This is an optimization exercise on Yosys and OpenROAD, whose aim is small area, not a production implementation. The RTL was checked by simulation tests, not by an equivalence proof against the original design. Power is estimated from default activity; no workload was simulated.

<file path="flow/config.mk">
export PLATFORM = sky130hd
export DESIGN_NAME = owc
export DESIGN_NICKNAME = owc
export VERILOG_FILES = /design/flow/design.v
export SDC_FILE = /design/flow/constraint.sdc
export NUM_CORES = 4
export LEC_CHECK = 0
export CAP_MARGIN = 20
export CORE_MARGIN = 2
export CORE_UTILIZATION = 60
export SLEW_MARGIN = 20
</file>
<file path="flow/constraint.sdc">
create_clock -name core_clock -period 12.0 [get_ports {clk}]
set_input_delay 2.4000 -clock core_clock [delete_from_list [all_inputs] [get_ports {clk}]]
set_output_delay 2.4000 -clock core_clock [all_outputs]
set_load 0.01 [all_outputs]
</file>
<file path="flow/design.v">
module owc (
    input  wire       clk,
    input  wire       rst,
    input  wire       host_we,
    input  wire [5:0] host_addr,
    input  wire [7:0] host_wdata,
    output reg  [7:0] host_rdata,
    input  wire       ms_tick,
    output wire       t_req,
    output reg  [2:0] t_op,
    output reg  [7:0] t_arg,
    input  wire       t_done,
    input  wire       t_busy,
    input  wire [7:0] t_rdata
);
    localparam [2:0] TOP_RESET  = 3'd0,
                     TOP_WBYTE  = 3'd1,
                     TOP_RBYTE  = 3'd2,
                     TOP_RBIT   = 3'd4,
                     TOP_TRIP   = 3'd5,
                     TOP_CONFIG = 3'd6;
    localparam [3:0] E_OK = 4'd0, E_TIMEOUT = 4'd1, E_NODEV = 4'd2, E_SHORT = 4'd3,
                     E_CRC = 4'd4, E_SEARCH = 4'd5, E_CONFIG = 4'd7, E_ILLEGAL = 4'd6;   
    localparam [4:0] S_IDLE  = 5'd0,
                     S_RAW   = 5'd1,    
                     S_RST   = 5'd2,    
                     S_M55   = 5'd3,    
                     S_ROM   = 5'd4,    
                     S_SKIP  = 5'd5,    
                     S_CFG   = 5'd6,    
                     S_FUNC  = 5'd7,    
                     S_WDATA = 5'd8,    
                     S_RDATA = 5'd9,    
                     S_POLL  = 5'd10,   
                     S_PWR   = 5'd11,   
                     S_SF0   = 5'd12,   
                     S_TRIP  = 5'd13,   
                     S_RSH   = 5'd16,   
                     S_DELAY = 5'd17,   
                     S_SROT  = 5'd18,   
                     S_SCHK  = 5'd19,   
                     S_TF    = 5'd20,   
                     S_SCLR  = 5'd21;   
    reg  [7:0] cmd;
    reg        st_rvalid, st_sdone, st_spu, st_pwr;
    reg  [2:0] err;         
    reg  [5:0] flags;
    reg  [7:0] data;
    reg  [7:0] family;
    reg  [7:0] crc;
    reg  [2:0] channel;
    reg  [7:0] trom0, trom1, trom2, trom3, trom4, trom5, trom6, trom7;
    wire [63:0] trom = {trom7, trom6, trom5, trom4, trom3, trom2, trom1, trom0};
    reg [63:0] srom;        
    reg  [6:0] lastdisc;
    reg  [7:0] alarm_h, alarm_l, config_b;
    reg [63:0] sp;          
    reg  [7:0] sp8;         
    reg [16:0] tf;          
    reg [63:0] spbuf;       
    reg  [7:0] wcrc;        
    reg  [4:0] state;
    reg  [9:0] cnt;         
    reg        pass2;
    reg  [2:0] racc;        
    reg  [1:0] ca;          
    reg        cd;          
    wire [6:0] last_zero = {pass2, cd, ca, racc};
    wire busy = (state != S_IDLE);
    wire f_all     = flags[0];
    wire f_wait    = flags[1];
    wire f_powered = flags[2];
    wire f_filt    = flags[3];
    wire [1:0] f_res = flags[5:4];
    wire c_search = cmd[3];
    wire c_ds     = cmd[4];                        
    wire c_conv   = c_ds & (cmd[1:0] == 2'd0);
    wire c_rsp    = c_ds & (cmd[1:0] == 2'd1);
    wire c_wsp    = c_ds & (cmd[1:0] == 2'd2);
    wire c_pm     = c_ds & (cmd[1:0] == 2'd3);
    wire c_romcmd = ~c_ds;                         
    wire c_skip   = ~c_ds & cmd[0];                
    reg  [5:0] rd_addr;
    reg  [7:0] rd_data;
    always @(*) begin
        if (!busy) rd_addr = host_addr;
        else case (state)
            S_ROM:   rd_addr = {3'b001, cnt[2:0]};                   
            S_WDATA: rd_addr = {4'b0110, cnt[1:0]};                  
            default: rd_addr = {4'b0001, {2{cmd[2] & cmd[1]}}};      
        endcase
    end
    always @(*) begin
        host_rdata = {rd_data[7:1], rd_data[0] | (busy && host_addr == 6'h01)};
    end
    wire [63:0] rsel = 64'd1 << rd_addr;
    always @(*) begin
        rd_data =
            ({8{rsel[6'h00]}} & cmd) |
            ({8{rsel[6'h01]}} & {2'b00, st_pwr, (crc == 8'h00), st_spu, st_sdone, st_rvalid, busy}) |
            ({8{rsel[6'h02]}} & {4'h0, err == 3'd6, err == 3'd6 ? 3'd0 : err}) |
            ({8{rsel[6'h03]}} & {2'b00, flags}) |
            ({8{rsel[6'h04]}} & data) |
            ({8{rsel[6'h05]}} & family) |
            ({8{rsel[6'h06]}} & crc) |
            ({8{rsel[6'h07]}} & {5'b00000, channel}) |
            ({8{rsel[6'h08]}} & trom0) |
            ({8{rsel[6'h09]}} & trom1) |
            ({8{rsel[6'h0A]}} & trom2) |
            ({8{rsel[6'h0B]}} & trom3) |
            ({8{rsel[6'h0C]}} & trom4) |
            ({8{rsel[6'h0D]}} & trom5) |
            ({8{rsel[6'h0E]}} & trom6) |
            ({8{rsel[6'h0F]}} & trom7) |
            ({8{rsel[6'h10]}} & srom[7:0]) |
            ({8{rsel[6'h11]}} & srom[15:8]) |
            ({8{rsel[6'h12]}} & srom[23:16]) |
            ({8{rsel[6'h13]}} & srom[31:24]) |
            ({8{rsel[6'h14]}} & srom[39:32]) |
            ({8{rsel[6'h15]}} & srom[47:40]) |
            ({8{rsel[6'h16]}} & srom[55:48]) |
            ({8{rsel[6'h17]}} & srom[63:56]) |
            ({8{rsel[6'h18]}} & {1'b0, lastdisc}) |
            ({8{rsel[6'h19]}} & alarm_h) |
            ({8{rsel[6'h1A]}} & alarm_l) |
            ({8{rsel[6'h1B]}} & config_b) |
            ({8{rsel[6'h20]}} & sp[7:0]) |
            ({8{rsel[6'h21]}} & sp[15:8]) |
            ({8{rsel[6'h22]}} & sp[23:16]) |
            ({8{rsel[6'h23]}} & sp[31:24]) |
            ({8{rsel[6'h24]}} & sp[39:32]) |
            ({8{rsel[6'h25]}} & sp[47:40]) |
            ({8{rsel[6'h26]}} & sp[55:48]) |
            ({8{rsel[6'h27]}} & sp[63:56]) |
            ({8{rsel[6'h28]}} & sp8) |
            ({8{rsel[6'h2C]}} & sp[7:0]) |
            ({8{rsel[6'h2D]}} & sp[15:8]) |
            ({8{rsel[6'h30]}} & tf[7:0]) |
            ({8{rsel[6'h31]}} & tf[15:8]) |
            ({8{rsel[6'h32]}} & {{7{tf[16]}}, tf[16]}) |
            ({8{rsel[6'h33]}} & {8{tf[16]}}) |
            ({8{rsel[6'h34]}} & {6'b000000, sp[38:37]});
    end
    wire trip_dir = (cnt[6:0] < lastdisc) ? srom[0] : (cnt[6:0] == lastdisc);
    reg [7:0] func_byte;
    always @(*) begin
        case (cmd[1:0])
            2'd0:    func_byte = 8'h44;                       
            2'd1:    func_byte = 8'hBE;                       
            2'd2:    func_byte = pass2 ? 8'h48 : 8'h4E;       
            default: func_byte = 8'hB4;                       
        endcase
    end
    assign t_req = busy && (state[4] == 1'b0);
    always @(*) begin
        t_op  = TOP_RESET;
        t_arg = 8'h00;
        case (state)
            S_RAW: begin
                t_op  = {cmd[2:1], cmd[0] | (cmd[2] & cmd[1])};
                t_arg = rd_data;
            end
            S_RST:   t_op = TOP_RESET;
            S_M55:   begin t_op = TOP_WBYTE; t_arg = 8'h55; end
            S_ROM:   begin t_op = TOP_WBYTE; t_arg = rd_data; end
            S_SKIP:  begin t_op = TOP_WBYTE; t_arg = 8'hCC; end
            S_CFG:   begin t_op = TOP_CONFIG; t_arg = 8'h01; end
            S_FUNC:  begin t_op = TOP_WBYTE; t_arg = func_byte; end
            S_WDATA: begin
                t_op  = TOP_WBYTE;
                t_arg = rd_data;
            end
            S_RDATA: t_op = TOP_RBYTE;
            S_POLL:  t_op = TOP_RBIT;
            S_PWR:   t_op = TOP_RBIT;
            S_SF0:   begin t_op = TOP_WBYTE; t_arg = 8'hF0; end
            S_TRIP:  begin t_op = TOP_TRIP; t_arg = {7'd0, trip_dir}; end
            default: ;
        endcase
    end
    function [7:0] crc8_bit;
        input [7:0] c;
        input       b;
        reg m;
        begin
            m = c[0] ^ b;
            crc8_bit = {m, c[7:5], c[4] ^ m, c[3] ^ m, c[2:1]};
        end
    endfunction
    function [7:0] crc8_update;
        input [7:0] c;
        input [7:0] b;
        integer i;
        reg [7:0] r;
        begin
            r = c;
            for (i = 0; i < 8; i = i + 1) r = crc8_bit(r, b[i]);
            crc8_update = r;
        end
    endfunction
    wire       sp_bit  = spbuf[{3'b111, cnt[2:0]}];
    reg  [2:0]  racc_n;
    always @(*) begin
        racc_n = racc;
        if (sp_bit) begin
            case ({cnt[1:0], racc})
                5'b00_000: racc_n = 3'd1;  5'b00_001: racc_n = 3'd2;  5'b00_010: racc_n = 3'd3;
                5'b00_011: racc_n = 3'd4;  5'b00_100: racc_n = 3'd0;
                5'b01_000: racc_n = 3'd2;  5'b01_001: racc_n = 3'd3;  5'b01_010: racc_n = 3'd4;
                5'b01_011: racc_n = 3'd0;  5'b01_100: racc_n = 3'd1;
                5'b10_000: racc_n = 3'd4;  5'b10_001: racc_n = 3'd0;  5'b10_010: racc_n = 3'd1;
                5'b10_011: racc_n = 3'd2;  5'b10_100: racc_n = 3'd3;
                5'b11_000: racc_n = 3'd3;  5'b11_001: racc_n = 3'd4;  5'b11_010: racc_n = 3'd0;
                5'b11_011: racc_n = 3'd1;  5'b11_100: racc_n = 3'd2;
                default:   racc_n = racc;
            endcase
        end
    end
    wire        tc_s   = sp[15];
    wire        tc_j   = cnt[4] ? tc_s : spbuf[cnt[2:0]];
    reg         k_j;
    always @(*) begin
        case (cnt[4:0])
            5'd0:  k_j = racc[0];
            5'd1:  k_j = racc[1];
            5'd2:  k_j = ~(tc_s ^ racc[2]);
            5'd3, 5'd4, 5'd5, 5'd6, 5'd7, 5'd8:
                   k_j = ~tc_s & ~racc[2];
            5'd9:  k_j = tc_s | racc[2];
            5'd11: k_j = 1'b1;
            default: k_j = 1'b0;
        endcase
    end
    wire        tc_j3   = wcrc[5] & (cnt[4:2] != 3'd0 || cnt[1:0] == 2'd3);
    wire [2:0]  zsum    = tc_j + tc_j3 + k_j + ca;
    wire        yd2     = tf[15] & (cnt[4:1] != 4'd0);
    wire        y_j     = zsum[0] ^ yd2 ^ cd;
    wire       crc_in  = (state == S_TF)   ? (tc_j ^ wcrc[0]) :
                         (state == S_TRIP) ? t_rdata[2] : sp_bit;
    wire [7:0] wcrc_n  = crc8_bit(wcrc, crc_in);
    wire rst_short    = t_rdata[1];
    wire rst_presence = t_rdata[0];
    wire tr_sbr = t_rdata[0];
    wire tr_tsb = t_rdata[1];
    wire tr_dir = t_rdata[2];
    task automatic abort_cmd(input [3:0] code);
        begin
            err       <= code[2:0];
            st_rvalid <= 1'b0;
            if (c_search) st_sdone <= 1'b1;
            state     <= S_IDLE;
        end
    endtask
    task automatic after_select;
        begin
            if (c_romcmd)
                state <= S_IDLE;
            else if ((c_conv || c_wsp && pass2) && !f_powered)
                state <= S_CFG;
            else
                state <= S_FUNC;
        end
    endtask
    wire hwe = host_we && !busy && !rst;
    always @(posedge clk) begin
        if (hwe) begin
            case (host_addr)
                6'h05: family   <= host_wdata;
                6'h08: trom0 <= host_wdata;
                6'h09: trom1 <= host_wdata;
                6'h0A: trom2 <= host_wdata;
                6'h0B: trom3 <= host_wdata;
                6'h0C: trom4 <= host_wdata;
                6'h0D: trom5 <= host_wdata;
                6'h0E: trom6 <= host_wdata;
                6'h0F: trom7 <= host_wdata;
                6'h19: alarm_h  <= host_wdata;
                6'h1A: alarm_l  <= host_wdata;
                6'h1B: config_b <= host_wdata;
                default: ;
            endcase
        end
    end
    always @(posedge clk) begin
        if (rst) begin
            cmd       <= 8'h00;
            st_rvalid <= 1'b0;
            st_sdone  <= 1'b1;
            st_spu    <= 1'b0;
            st_pwr    <= 1'b0;
            err       <= 3'd0;
            flags     <= 6'h00;
            crc       <= 8'h00;
            channel   <= 3'd0;
            lastdisc  <= 7'd0;
            state     <= S_IDLE;
        end else if (state == S_IDLE) begin
            if (host_we) begin
                case (host_addr)
                    6'h00: begin
                        cmd       <= host_wdata;
                        err       <= 3'd0;
                        st_rvalid <= 1'b0;
                        cnt       <= 10'd0;
                        pass2     <= 1'b0;
                        case (host_wdata)
                            8'h00: ;
                            8'h01: crc <= 8'h00;
                            8'h02: crc <= crc8_update(crc, data);
                            8'h28: st_sdone <= 1'b1;
                            8'h10, 8'h11, 8'h12, 8'h13, 8'h14, 8'h15, 8'h16:
                                state <= S_RAW;
                            8'h20, 8'h21, 8'h30, 8'h31, 8'h32, 8'h33:
                                state <= S_RST;
                            8'h29: begin
                                if (st_sdone) begin
                                    lastdisc <= f_filt ? 7'd64 : 7'd0;
                                    st_sdone <= 1'b0;
                                    state    <= S_SCLR;
                                end else
                                    state    <= S_RST;
                            end
                            default: err <= 3'd6;
                        endcase
                    end
                    6'h03: flags   <= host_wdata[5:0];
                    6'h04: data    <= host_wdata;
                    6'h06: crc     <= host_wdata;
                    6'h07: channel <= host_wdata[2:0];
                    default: ;
                endcase
            end
        end else begin
            case (state)
                S_RAW: if (t_done) begin
                    if (t_busy) abort_cmd(E_TIMEOUT);
                    else begin
                        state <= S_IDLE;
                        case (cmd[2:0])
                            3'd0: begin
                                if (rst_short) abort_cmd(E_SHORT);
                                else if (!rst_presence) abort_cmd(E_NODEV);
                            end
                            3'd2: begin data <= t_rdata; st_rvalid <= 1'b1; end
                            3'd4: begin data <= {7'd0, t_rdata[0]}; st_rvalid <= 1'b1; end
                            3'd5: begin data <= {5'd0, t_rdata[2:0]}; st_rvalid <= 1'b1; end
                            3'd6: if (!t_rdata[0]) abort_cmd(E_CONFIG);
                            default: ;
                        endcase
                    end
                    if (cmd[2:0] == 3'd0) st_spu <= 1'b0;
                end
                S_RST: if (t_done) begin
                    st_spu <= 1'b0;
                    if (t_busy) abort_cmd(E_TIMEOUT);
                    else if (rst_short) abort_cmd(E_SHORT);
                    else if (!rst_presence) abort_cmd(E_NODEV);
                    else if (c_search) state <= S_SF0;
                    else if (c_skip || ((c_conv || c_pm) && f_all)) state <= S_SKIP;
                    else state <= S_M55;
                end
                S_M55: if (t_done) begin
                    if (t_busy) abort_cmd(E_TIMEOUT);
                    else begin
                        cnt   <= 10'd0;
                        state <= S_ROM;
                    end
                end
                S_ROM: if (t_done) begin
                    if (t_busy) abort_cmd(E_TIMEOUT);
                    else if (cnt[2:0] == 3'd7) after_select;
                    else cnt <= cnt + 10'd1;
                end
                S_SKIP: if (t_done) begin
                    if (t_busy) abort_cmd(E_TIMEOUT);
                    else after_select;
                end
                S_CFG: if (t_done) begin
                    if (t_busy) abort_cmd(E_TIMEOUT);
                    else if (!t_rdata[0]) abort_cmd(E_CONFIG);
                    else state <= S_FUNC;
                end
                S_FUNC: if (t_done) begin
                    if (t_busy) abort_cmd(E_TIMEOUT);
                    else begin
                        cnt  <= 10'd0;
                        wcrc <= 8'h00;
                        racc <= 3'd4;
                        if (c_conv) begin
                            if (!f_powered) st_spu <= 1'b1;
                            if (!f_wait) state <= S_IDLE;
                            else if (f_powered) state <= S_POLL;
                            else begin
                                case (f_res)
                                    2'd0: cnt <= 10'd930;
                                    2'd1: cnt <= 10'd836;
                                    2'd2: cnt <= 10'd648;
                                    default: cnt <= 10'd272;
                                endcase
                                state <= S_DELAY;
                            end
                        end else if (c_rsp) state <= S_RDATA;
                        else if (c_wsp) begin
                            if (!pass2) begin
                                cnt   <= 10'd1;
                                state <= S_WDATA;
                            end
                            else if (f_powered) state <= S_POLL;
                            else begin
                                st_spu <= 1'b1;
                                cnt    <= 10'd1014;    
                                state  <= S_DELAY;
                            end
                        end else state <= S_PWR;
                    end
                end
                S_WDATA: if (t_done) begin
                    if (t_busy) abort_cmd(E_TIMEOUT);
                    else if (cnt[1] && cnt[0]) begin
                        pass2 <= 1'b1;
                        state <= S_RST;
                    end else cnt <= cnt + 10'd1;
                end
                S_RDATA: if (t_done) begin
                    if (t_busy) abort_cmd(E_TIMEOUT);
                    else if (cnt[6]) begin
                        if (wcrc != t_rdata) abort_cmd(E_CRC);
                        else begin
                            sp        <= spbuf;
                            sp8       <= t_rdata;
                            st_rvalid <= 1'b1;
                            cnt       <= 10'd0;
                            ca        <= 2'd0;
                            cd        <= 1'b0;
                            state     <= S_TF;
                        end
                    end else begin
                        spbuf <= {t_rdata, spbuf[63:8]};
                        state <= S_RSH;
                    end
                end
                S_RSH: begin
                    wcrc <= wcrc_n;
                    if (cnt[6:4] == 3'd0) racc <= racc_n;
                    cnt  <= cnt + 10'd1;
                    if (cnt[2:0] == 3'd7) state <= S_RDATA;
                end
                S_TF: begin
                    cnt <= cnt + 10'd1;
                    ca  <= zsum[2:1];
                    cd  <= (y_j & yd2) | (y_j & cd) | (yd2 & cd);
                    wcrc <= wcrc_n;
                    tf  <= {y_j, tf[16:1]};
                    if (cnt[2:0] == 3'd7) spbuf <= {t_rdata, spbuf[63:8]};
                    if (cnt[4]) state <= S_IDLE;
                end
                S_POLL: if (t_done) begin
                    if (t_busy) abort_cmd(E_TIMEOUT);
                    else if (t_rdata[0]) state <= S_IDLE;
                end
                S_DELAY: begin
                    if (ms_tick) begin
                        if (&cnt) begin
                            st_spu <= 1'b0;
                            state  <= S_IDLE;
                        end
                        cnt <= cnt + 10'd1;
                    end
                end
                S_PWR: if (t_done) begin
                    if (t_busy) abort_cmd(E_TIMEOUT);
                    else begin
                        st_pwr    <= t_rdata[0];
                        st_rvalid <= 1'b1;
                        state     <= S_IDLE;
                    end
                end
                S_SF0: if (t_done) begin
                    if (t_busy) abort_cmd(E_TIMEOUT);
                    else begin
                        {pass2, cd, ca, racc} <= 7'd0;
                        cnt       <= 10'd1;
                        wcrc      <= 8'h00;
                        state     <= S_TRIP;
                    end
                end
                S_TRIP: if (t_done) begin
                    if (t_busy || (tr_sbr && tr_tsb)) begin
                        abort_cmd(t_busy ? E_TIMEOUT : E_SEARCH);
                        state <= S_SROT;
                    end else begin
                        if (!tr_sbr && !tr_tsb && !tr_dir) {pass2, cd, ca, racc} <= cnt[6:0];
                        srom <= {tr_dir, srom[63:1]};
                        wcrc <= wcrc_n;
                        if (cnt[6]) state <= S_SCHK;
                        else cnt <= cnt + 10'd1;
                    end
                end
                S_SCLR: begin
                    srom <= {f_filt & (cnt[5:3] == 3'd0) & family[cnt[2:0]], srom[63:1]};
                    cnt  <= cnt + 10'd1;
                    if (cnt[5:0] == 6'd63) state <= S_RST;
                end
                S_SROT: begin
                    srom <= {srom[0], srom[63:1]};
                    cnt  <= cnt + 10'd1;
                    if (cnt[6]) state <= S_IDLE;
                end
                S_SCHK: begin
                    if (wcrc != 8'h00) abort_cmd(E_CRC);
                    else if (f_filt && (srom[7:0] != family)) begin
                        st_sdone <= 1'b1;
                        state    <= S_IDLE;
                    end else begin
                        lastdisc <= last_zero;
                        if (last_zero == 7'd0) st_sdone <= 1'b1;
                        st_rvalid <= 1'b1;
                        state     <= S_IDLE;
                    end
                end
                default: state <= S_IDLE;
            endcase
        end
    end
endmodule
</file>
<file path="flow/flow/run.sh">
#!/bin/bash
# Layout flow: the standard flow (standard.sh), with two changes:
#  - the combinational logic is mapped by ABC with an area-oriented script
#    (flow/area.abc). The synthesis is otherwise ORFS's own with the standard flow's
#    settings (flow/alt_synth.tcl = synth_recipe.tcl plus the abc script swap),
#    so the registers are the standard synthesis's; if their names or cell
#    types differ in any way, the standard netlist is used instead;
#  - clock tree synthesis uses clkbuf_4 buffers in small clusters and no
#    dummy loads; the port buffers are buf_1.
# Each tool's output goes to a log file of its own in this folder.
set -uo pipefail
HERE=$PWD
R=$HERE/orfs/results/$FLOW_PLATFORM/owc/base
A=$HERE/orfs_alt/results/$FLOW_PLATFORM/owc/base

export CTS_ARGS="-sink_clustering_enable -repair_clock_nets -dont_use_dummy_load -buf_list sky130_fd_sc_hd__clkbuf_4 -sink_clustering_size 8 -sink_clustering_max_diameter 50"
export BUFFER_PORTS_ARGS="-buffer_cell sky130_fd_sc_hd__buf_1"

# 1. standard synthesis
bash standard.sh synth > $HERE/1_std_synth.log 2>&1 || exit 1

# 2. the same synthesis with the area-oriented ABC script, in its own work folder
MK=$(grep '^make ' standard.sh | sed -e 's/ "\${@:-finish}"$//' \
     -e "s#WORK_HOME=[^ ]*#WORK_HOME=$HERE/orfs_alt#" \
     -e "s#SYNTH_SCRIPT=[^ ]*#SYNTH_SCRIPT=$HERE/flow/alt_synth.tcl#")
export MY_ABC_SCRIPT=$HERE/flow/area.abc
if eval "$MK $A/1_2_yosys.v" > $HERE/2_alt_synth.log 2>&1 && \
   python3 $HERE/flow/cmp_ff.py $R/1_2_yosys.v $A/1_2_yosys.v > $HERE/3_cmp_ff.log 2>&1; then
    cp $A/1_2_yosys.v $R/1_2_yosys.v
    rm -f $R/1_synth.odb $R/1_synth.sdc
    echo "using the area-mapped netlist" >> $HERE/3_cmp_ff.log
else
    echo "using the standard netlist" >> $HERE/3_cmp_ff.log
fi

# 3. the rest of the standard flow
bash standard.sh > $HERE/4_std_finish.log 2>&1
</file>
<file path="flow/flow/alt_synth.tcl">
proc synth {args} { yosys synth -nofsm -noshare {*}$args }
proc abc {args} {
  set i [lsearch -exact $args -script]
  if {$i >= 0} { set args [lreplace $args [expr {$i+1}] [expr {$i+1}] $::env(MY_ABC_SCRIPT)] }
  yosys abc {*}$args
}
source $::env(SCRIPTS_DIR)/synth.tcl
# left out here: clear keep_hierarchy, flatten, clean up, hide names made inside functions, write 1_2_yosys.v
</file>
<file path="flow/flow/area.abc">
strash
dc2
&get -n
&st
&syn2
&dch -f
&nf -p -a -F 8 -A 4 -R 1000
&st
&syn3
&dch -f
&nf -p -a -F 8 -A 4 -R 1000
&st
&syn4
&dch -f
&nf -p -a -F 8 -A 4 -R 1000
&st
&dc2
&dch -f
&nf -p -a -F 8 -A 4 -R 1000
&put
</file>
<file path="flow/flow/cmp_ff.py">
# Compare the flip-flops (instance name -> cell type) of two ORFS synthesis netlists.
import re, sys
def ffs(path):
    d = {}
    for m in re.finditer(r'^\s*(sky130_fd_sc_hd__\S+)\s+(\S+)\s*\(', open(path).read(), re.M):
        cell, inst = m.group(1), m.group(2)
        if re.search(r'__(dfxtp|edfxtp|dfrtp|dfstp|dfbbp|dfrbp|dfsbp|dfxbp|edfxbp|sdf|dlx|dlr|dfrtn|sedf|dlclkp|sdlclkp)', cell):
            d[inst] = cell
    return d
a, b = ffs(sys.argv[1]), ffs(sys.argv[2])
if a == b and len(a) > 0:
    print("flops match: %d" % len(a)); sys.exit(0)
print("flops differ: %d vs %d" % (len(a), len(b)))
for k in sorted(set(a) ^ set(b))[:20]: print("  only in one:", k)
for k in sorted(set(a) & set(b)):
    if a[k] != b[k]: print("  type:", k, a[k], b[k])
sys.exit(1)
</file>
<file path="flow/standard.sh">
#!/bin/bash
# synth_recipe.tcl (not shown) runs the flow's synth.tcl, then flattens the netlist and writes it again
# the make line also repeats each setting of config.mk as NAME=value (left out here)
make -C /OpenROAD-flow-scripts/flow DESIGN_CONFIG=/design/flow/config.mk WORK_HOME=/design/flow/orfs CLKGATE_MAP_FILE= SYNTH_SCRIPT=/design/flow/synth_recipe.tcl "${@:-finish}"
</file>
==> notes.md, run 1 <==
outcome=no timing/DRC/antenna violations; I/O Buffers=47; Critical Path, Cell by Cell=buf_1 > a221oi_1 > or2_0 > nor2_1 > a221oi_1 > nand4_1 > nand4b_1 > or3_1 > o2bb2ai_1 > buf_1; area delta synth->final=8.57%; instance count of the mapped netlist=approximately 1400; fin nets=around 1600; global-route wire length before repair=roughly 93000 um; Critical-path top delay cell=or2_0; filler cell count=~2000; TritonCTS clock tree=yes; synthesized area per cell=12.7 um^2; H-tree depth=2; Crit path max-delay family=simple AND/OR/NAND/NOR gates; CTS Root Cell=clkbuf_4; # clock sinks=390; power per cell area=~120 nW/um^2; Num CTS Buffers=57; share of layout cells above drive strength 1=0.0727; Bufs on Longest Clock Path=3; critical register-to-register path startpoint=cnt[1]$_SDFFCE_PP0P_; Top Ports=between 40 and 50; Setup Viol. Count Final=0; die area=approximately 30000 um^2; critical hold path startpoint=spbuf[25]$_DFFE_PP_; Buf/Inv on CP=2; syn_nets=about 1400; Tmin final=roughly 8500 ps; Setup Fix Bufs, Post-CTS=0; final hold vios=0; gr ovfl total=0; initial antenna violation count=4; Worst-Skew Late Latency=roughly 760 ps; Routed Antenna Nets=0; Row Count=61; critical path startpoint category=input port; fin worst setup slack=about 3500 ps; Achievable Freq=between 100 and 150 MHz; Die Wd=between 150 and 200 um; number of global-route vias before repair=roughly 13000; most frequent cells in the layout=edfxtp_1 (346), nor2_1 (129), nand2_1 (107), a22oi_1 (93), a21oi_1 (62); Post-Route WL=65000 um; leakage power=5.94 nW; HPWL Detailed=48800 um; clock slew at reported path FFs=roughly 80 ps; cts repair resizes=0; Max FO, Critical Path=11; die height=approximately 170 um; Required @ worst endpoint=approximately 9600 ps; RSZ-0062 raised after global routing=false; Syn Std Cell Area=between 15000 and 20000 um^2; Max Cap Viol=0; Routed wire per std cell=34.5 um; Initial DRT Pass Iterations=9; via count=around 14000; finished layout cell area=around 19000 um^2; post-place setup slack=3740 ps; crit path kind=input port to primary output; Slew Viols, Final=0; crit path DAT=roughly 6100 ps; Starting Density=0.614; Placer Congestion=1.05; CP Capture Type=primary output; max incr delay on CP=about 600 ps; Worst Tran Pin Value=1140 ps; DRC violations left=0; Worst Hold Class=flop to flop; Period Utilization, post-route=0.704; Yosys warning total=1; placed cell areas=18200 um^2; CP Launch Point=host_addr[1]; slew margin rel.=0.235; vias per inst=approximately 7.6; core box area=roughly 28000 um^2; Peak VDD IR=about 0.11 mV; DRT iter0 DRCs=between 3000 and 4000; commonest non-fill, non-tap cell in the layout=edfxtp_1; clock skew=around 110 ps; Hold-fix buffers, CTS=0; gr usage total=0.429; largest net degree at the start of global routing=73; post-route setup TNS=0 ps
==> final timing paths <==
check | end | slack [ps] | cells after the start
max reg2reg | ca[0]$_DFFE_PP_ | 7990 | 12
min | spbuf[17]$_DFFE_PP_ | 440 | 0
min reg2reg | spbuf[17]$_DFFE_PP_ | 440 | 0
max | t_arg[1] | 3550 | 10
==> sequential cells by signal (all words and copies together), names as in the netlist, 10 cells and up <==
register and cells:
tf 17, spbuf 64, cnt 10, srom 64, sp 64
==> area by class of cell <==
class,count,area (um^2),area share
multi-input cells,922,5810,0.312
well taps,378,473,0.0253
clock buffers,57,428,0.0229
repair buffers,92,514,0.0276
inverters,39,146,0.00784
flip-flops and latches,390,11300,0.604
diodes,7,17.5,0.000939
==> per-layer routing <==
metal  part of all wire  vias up  global-route usage
li1                   -     5769                   -
met1               0.37     6840               0.607
met2               0.42     1457               0.620
met3               0.16      270               0.132
met4              0.056        4               0.183
met5            0.00054        -                   0
==> through the flow <==
stage / hold WS, ps / util / std cells / total power [W]
3_5_place_dp: 430 / 0.650 / 1820 / 0.00158
6_report: 437 / 0.666 / 1885 / 0.00218
5_1_grt: 418 / 0.666 / 1880 / 0.00223
2_1_floorplan: 418 / - / 1351 / 0.00153
3_3_place_gp: 425 / 0.650 / 1820 / 0.00158
4_1_cts: 423 / 0.665 / 1877 / 0.00218
==> power breakdown <==
group | total (W) | internal [W] | switching, W | leakage (nW)
combinational | 0.0000874 | 0.0000214 | 0.0000660 | 2.18
clock | 0.000630 | 0.000216 | 0.000413 | 0.262
sequential | 0.00146 | 0.00146 | 0.00000134 | 3.49
==> worst reg2reg max path: cells and delay by family, from the launching register on <==
kind	cells	cell delay (ps)
and+or+nand+nor	2	840
AOI/OAI and AO/OA	4	890
adders and majority gates	3	1100
buffers and inverters	3	730
DFF	1	340
==> run 2, diff against run 1 <==
--- a/flow/design.v
+++ b/flow/design.v
@@ -35,11 +35,13 @@
                      S_PWR   = 5'd11,   
                      S_SF0   = 5'd12,   
                      S_TRIP  = 5'd13,   
-                     S_RSH   = 5'd16,   
+                     S_INS   = 5'd16,   
                      S_DELAY = 5'd17,   
                      S_SROT  = 5'd18,   
                      S_SCHK  = 5'd19,   
                      S_TF    = 5'd20,   
+                     S_INSB  = 5'd22,   
+                     S_WAITC = 5'd23,   
                      S_SCLR  = 5'd21;   
     reg  [7:0] cmd;
     reg        st_rvalid, st_sdone, st_spu, st_pwr;
@@ -57,7 +59,8 @@
     reg [63:0] sp;          
     reg  [7:0] sp8;         
     reg [16:0] tf;          
-    reg [63:0] spbuf;       
+    reg [63:0] spbuf;
+    reg  [7:0] hbuf;        
     reg  [7:0] wcrc;        
     reg  [4:0] state;
     reg  [9:0] cnt;         
@@ -87,6 +90,7 @@
         else case (state)
             S_ROM:   rd_addr = {3'b001, cnt[2:0]};                   
             S_WDATA: rd_addr = {4'b0110, cnt[1:0]};                  
+            S_TF:    rd_addr = {5'b10000, cnt[3]};                   
             default: rd_addr = {4'b0001, {2{cmd[2] & cmd[1]}}};      
         endcase
     end
@@ -198,7 +202,11 @@
             crc8_update = r;
         end
     endfunction
-    wire       sp_bit  = spbuf[{3'b111, cnt[2:0]}];
+    wire       sp_bit  = hbuf[cnt[2:0]];
+    wire [3:0] sp_byte = {pass2, cd, ca};    
+    wire       ring_in = (state == S_INS && cnt[5:0] == {sp_byte[2:0], 3'b000}) ||
+                         state == S_INSB;
+    always @(posedge clk) spbuf <= {ring_in ? sp_bit : spbuf[0], spbuf[63:1]};
     reg  [2:0]  racc_n;
     always @(*) begin
         racc_n = racc;
@@ -217,7 +225,7 @@
         end
     end
     wire        tc_s   = sp[15];
-    wire        tc_j   = cnt[4] ? tc_s : spbuf[cnt[2:0]];
+    wire        tc_j   = cnt[4] ? tc_s : rd_data[cnt[2:0]];
     reg         k_j;
     always @(*) begin
         case (cnt[4:0])
@@ -399,7 +407,10 @@
                                 endcase
                                 state <= S_DELAY;
                             end
-                        end else if (c_rsp) state <= S_RDATA;
+                        end else if (c_rsp) begin
+                            {pass2, cd, ca} <= 4'd0;
+                            state <= S_RDATA;
+                        end
                         else if (c_wsp) begin
                             if (!pass2) begin
                                 cnt   <= 10'd1;
@@ -421,37 +432,48 @@
                         state <= S_RST;
                     end else cnt <= cnt + 10'd1;
                 end
-                S_RDATA: if (t_done) begin
-                    if (t_busy) abort_cmd(E_TIMEOUT);
-                    else if (cnt[6]) begin
-                        if (wcrc != t_rdata) abort_cmd(E_CRC);
+                S_RDATA: begin
+                    cnt <= cnt + 10'd1;
+                    if (t_done) begin
+                        hbuf <= t_rdata;
+                        if (t_busy) abort_cmd(E_TIMEOUT);
+                        else if (sp_byte[3]) state <= S_WAITC;
+                        else state <= S_INS;
+                    end
+                end
+                S_INS, S_INSB: begin
+                    cnt <= cnt + 10'd1;
+                    if (ring_in) begin
+                        wcrc <= wcrc_n;
+                        if (sp_byte[3:1] == 3'd0) racc <= racc_n;
+                        state <= S_INSB;
+                        if (cnt[2:0] == 3'd7) begin
+                            {pass2, cd, ca} <= sp_byte + 4'd1;
+                            state <= S_RDATA;
+                        end
+                    end
+                end
+                S_WAITC: begin
+                    cnt <= cnt + 10'd1;
+                    if (cnt[5:0] == 6'd0) begin
+                        if (wcrc != hbuf) abort_cmd(E_CRC);
                         else begin
                             sp        <= spbuf;
-                            sp8       <= t_rdata;
+                            sp8       <= hbuf;
                             st_rvalid <= 1'b1;
                             cnt       <= 10'd0;
                             ca        <= 2'd0;
                             cd        <= 1'b0;
                             state     <= S_TF;
                         end
-                    end else begin
-                        spbuf <= {t_rdata, spbuf[63:8]};
-                        state <= S_RSH;
                     end
                 end
-                S_RSH: begin
-                    wcrc <= wcrc_n;
-                    if (cnt[6:4] == 3'd0) racc <= racc_n;
-                    cnt  <= cnt + 10'd1;
-                    if (cnt[2:0] == 3'd7) state <= S_RDATA;
-                end
                 S_TF: begin
                     cnt <= cnt + 10'd1;
                     ca  <= zsum[2:1];
                     cd  <= (y_j & yd2) | (y_j & cd) | (yd2 & cd);
                     wcrc <= wcrc_n;
                     tf  <= {y_j, tf[16:1]};
-                    if (cnt[2:0] == 3'd7) spbuf <= {t_rdata, spbuf[63:8]};
                     if (cnt[4]) state <= S_IDLE;
                 end
                 S_POLL: if (t_done) begin
==> run 2 against run 1 <==
Power up 1.9%; combinational power up 17%; highest routed layer unchanged; still clean on timing, DRC and antenna; critical endpoint is now t_arg[0]; synthesized area down 1.2%; largest cell class unchanged.
==> notes.md, run 2 <==
post-route setup TNS=0 ps (unchanged); Worst Tran Pin Value=1280 ps (was 1140 ps); crit path DAT=6460 ps (was 6050 ps); clock skew=84.0 ps (was 113 ps); Regs by FF count=sp x64, spbuf x64, srom x64 (unchanged); power per cell area=121 nW/um^2 (was 117 nW/um^2); Routed Antenna Nets=0 (unchanged); CP Capture Type=primary output (unchanged); slew margin rel.=0.146 (was 0.235); Starting Density=0.610 (was 0.614); Placer Congestion=1.10 (was 1.05); synthesized area per cell=12.0 um^2 (was 12.7 um^2); hold_ws=300 ps (was 437 ps); Peak VDD IR=0.129 mV (was 0.111 mV); Tmin final=8860 ps (was 8450 ps); Bufs on Longest Clock Path=3 (unchanged); HPWL Detailed=52100 um (was 48800 um); fin worst setup slack=3140 ps (was 3550 ps); H-tree depth=2 (unchanged); Row Count=61 (unchanged); gr ovfl total=0 (unchanged); leakage power=5.97 nW (was 5.94 nW); gr usage total=0.481 (was 0.429); routed wl met2=28200 um (was 27100 um); worst reg2reg setup slack=4170 ps (was 7990 ps); most frequent cells in the layout=edfxtp_1 (290), nand2_1 (154), nor2_1 (152), dfxtp_1 (108), a21oi_1 (68) (was edfxtp_1 (346), nor2_1 (129), nand2_1 (107), a22oi_1 (93), a21oi_1 (62)); DRT iter0 DRCs=3737 (was 3001); Num CTS Buffers=58 (was 57); area delta synth->final=8.46% (was 8.57%); core box area=27900 um^2 (was 28000 um^2); Max FO, Critical Path=22 (was 11); Routed wire per std cell=36.7 um (was 34.5 um); Syn Std Cell Area=17000 um^2 (was 17200 um^2); Achievable Freq=113 MHz (was 118 MHz); CTS Root Cell=clkbuf_4 (unchanged); Worst Hold Class=flop to flop (unchanged); RSZ-0062 raised after global routing=false (unchanged); DR top layer=met5 (unchanged); fin nets=1607 (was 1552); syn_nets=1462 (was 1401); vias per inst=7.74 (was 7.61); largest net degree at the start of global routing=73 (unchanged); Detail Route met3 WL=13900 um (was 10300 um); Power, Total=0.00222 W (was 0.00218 W); Setup Fix Bufs, Post-CTS=0 (unchanged); initial antenna violation count=6 (was 4); DRC violations left=0 (unchanged); I/O Buffers=47 (unchanged); filler cell count=2109 (was 2043); Routed met1 length=25000 um (was 23800 um); clock slew at reported path FFs=80 ps (about the same); TritonCTS clock tree=yes (unchanged); commonest non-fill, non-tap cell in the layout=edfxtp_1 (unchanged); post-layout util=0.661 (was 0.666); Period Utilization, post-route=0.739 (was 0.704); Required @ worst endpoint=9600 ps (about the same); post-place setup slack=3520 ps (was 3740 ps); Die Wd=172 um (was 173 um); crit path kind=flop to primary output (was input port to primary output); Setup Viol. Count Final=0 (unchanged); outcome=no timing/DRC/antenna violations (unchanged); die height=172 um (was 173 um); # clock sinks=398 (was 390); number of global-route vias before repair=13700 (was 13400); Hold-fix buffers, CTS=0 (unchanged); Worst-Skew Late Latency=740 ps (was 760 ps); cts repair resizes=0 (unchanged); die area=29700 um^2 (was 30000 um^2); critical path startpoint category=flop (was input port); Yosys warning total=1 (unchanged); share of layout cells above drive strength 1=0.0695 (was 0.0727); via count=15000 (was 14300); instance count of the mapped netlist=1411 (was 1351); global-route wire length before repair=98600 um (was 92800 um); Initial DRT Pass Iterations=11 (was 9); final hold vios=0 (unchanged); Slew Viols, Final=0 (unchanged); Max Cap Viol=0 (unchanged); Post-Route WL=71000 um (was 65000 um); Top Ports=48 (unchanged)
## run 2: worst paths after layout
check / startpoint / endpoint / depth (start not counted)
min: spbuf[20]$_DFF_P_ / spbuf[19]$_DFF_P_ / 0
min reg2reg: spbuf[20]$_DFF_P_ / spbuf[19]$_DFF_P_ / 0
max reg2reg: state[2]$_SDFFE_PP0P_ / ca[0]$_DFFE_PP_ / 22
max: state[2]$_SDFFE_PP0P_ / t_arg[0] / 16
## run 2: area by class of cell
class | instances | area, um^2 | share of cell area
clock buffers | 58 | 435 | 0.0236
flip-flops and latches | 398 | 10900 | 0.590
multi-input cells | 974 | 6030 | 0.327
diodes | 4 | 10.0 | 0.000543
repair buffers | 85 | 462 | 0.0251
inverters | 39 | 146 | 0.00795
well taps | 378 | 473 | 0.0257
## run 2: routing by layer
layer  track usage  up-vias
met5             0        -
met4         0.191        6
met3         0.223      338
met2         0.657     1755
met1         0.666     7031
li1              -     5863
## run 2: power by group
part	internal (W)	switching [W]	total (W)	leakage [nW]
sequential	0.00146	0.00000200	0.00146	3.36
clock	0.000220	0.000435	0.000655	0.267
combinational	0.0000248	0.0000770	0.000102	2.34
## run 2: through the flow
step           instance area (um^2)  cells
2_1_floorplan                 17000   1411
6_report                      18400   1936
4_1_cts                       18400   1932
3_3_place_gp                  18000   1874
5_1_grt                       18400   1933
3_5_place_dp                  18000   1874
## run 2: critical path, stage by stage (launching register included)
cell and delay, ps:
dfxtp_1 310, buf_4 280, clkinv_1 320, nor2_1 670, o21ai_0 220, a31oi_1 350, o211ai_1 150, o21ai_0 220
or2_0 680, nor2_1 410, a222oi_1 470, nand4_1 190, a2111oi_0 770, nand2_1 280, a21oi_1 260, nand2_1 80
buf_1 130

-- afterwards: timing with drivers on the ports --
The results above use ideal ports. As a check the final layouts listed here were re-extracted and re-timed, cells and wires unchanged.
Step 1 assumes that a clkbuf_16 drives the clock port and a buf_2 every other input.
Step 2 moves the port delays by t, midway between the first and last clock arrival at a register: inputs arrive t later, outputs are due t later. That takes back most of the time a late clock gives input paths.
Three values: ideal, step 1, step 2; two values: the first two.
run	t, ns	setup WS [ns]	pins driven straight from the clock port
run 1	0.736	3.547 / 3.524 / 3.524	1
run 2	0.751	3.136 / 3.088 / 3.210	1
After both steps every run listed still meets setup and hold. For run 1, which loses most, drivers alone change the setup slack by -0.023 ns; drivers and shift together by -0.023 ns.
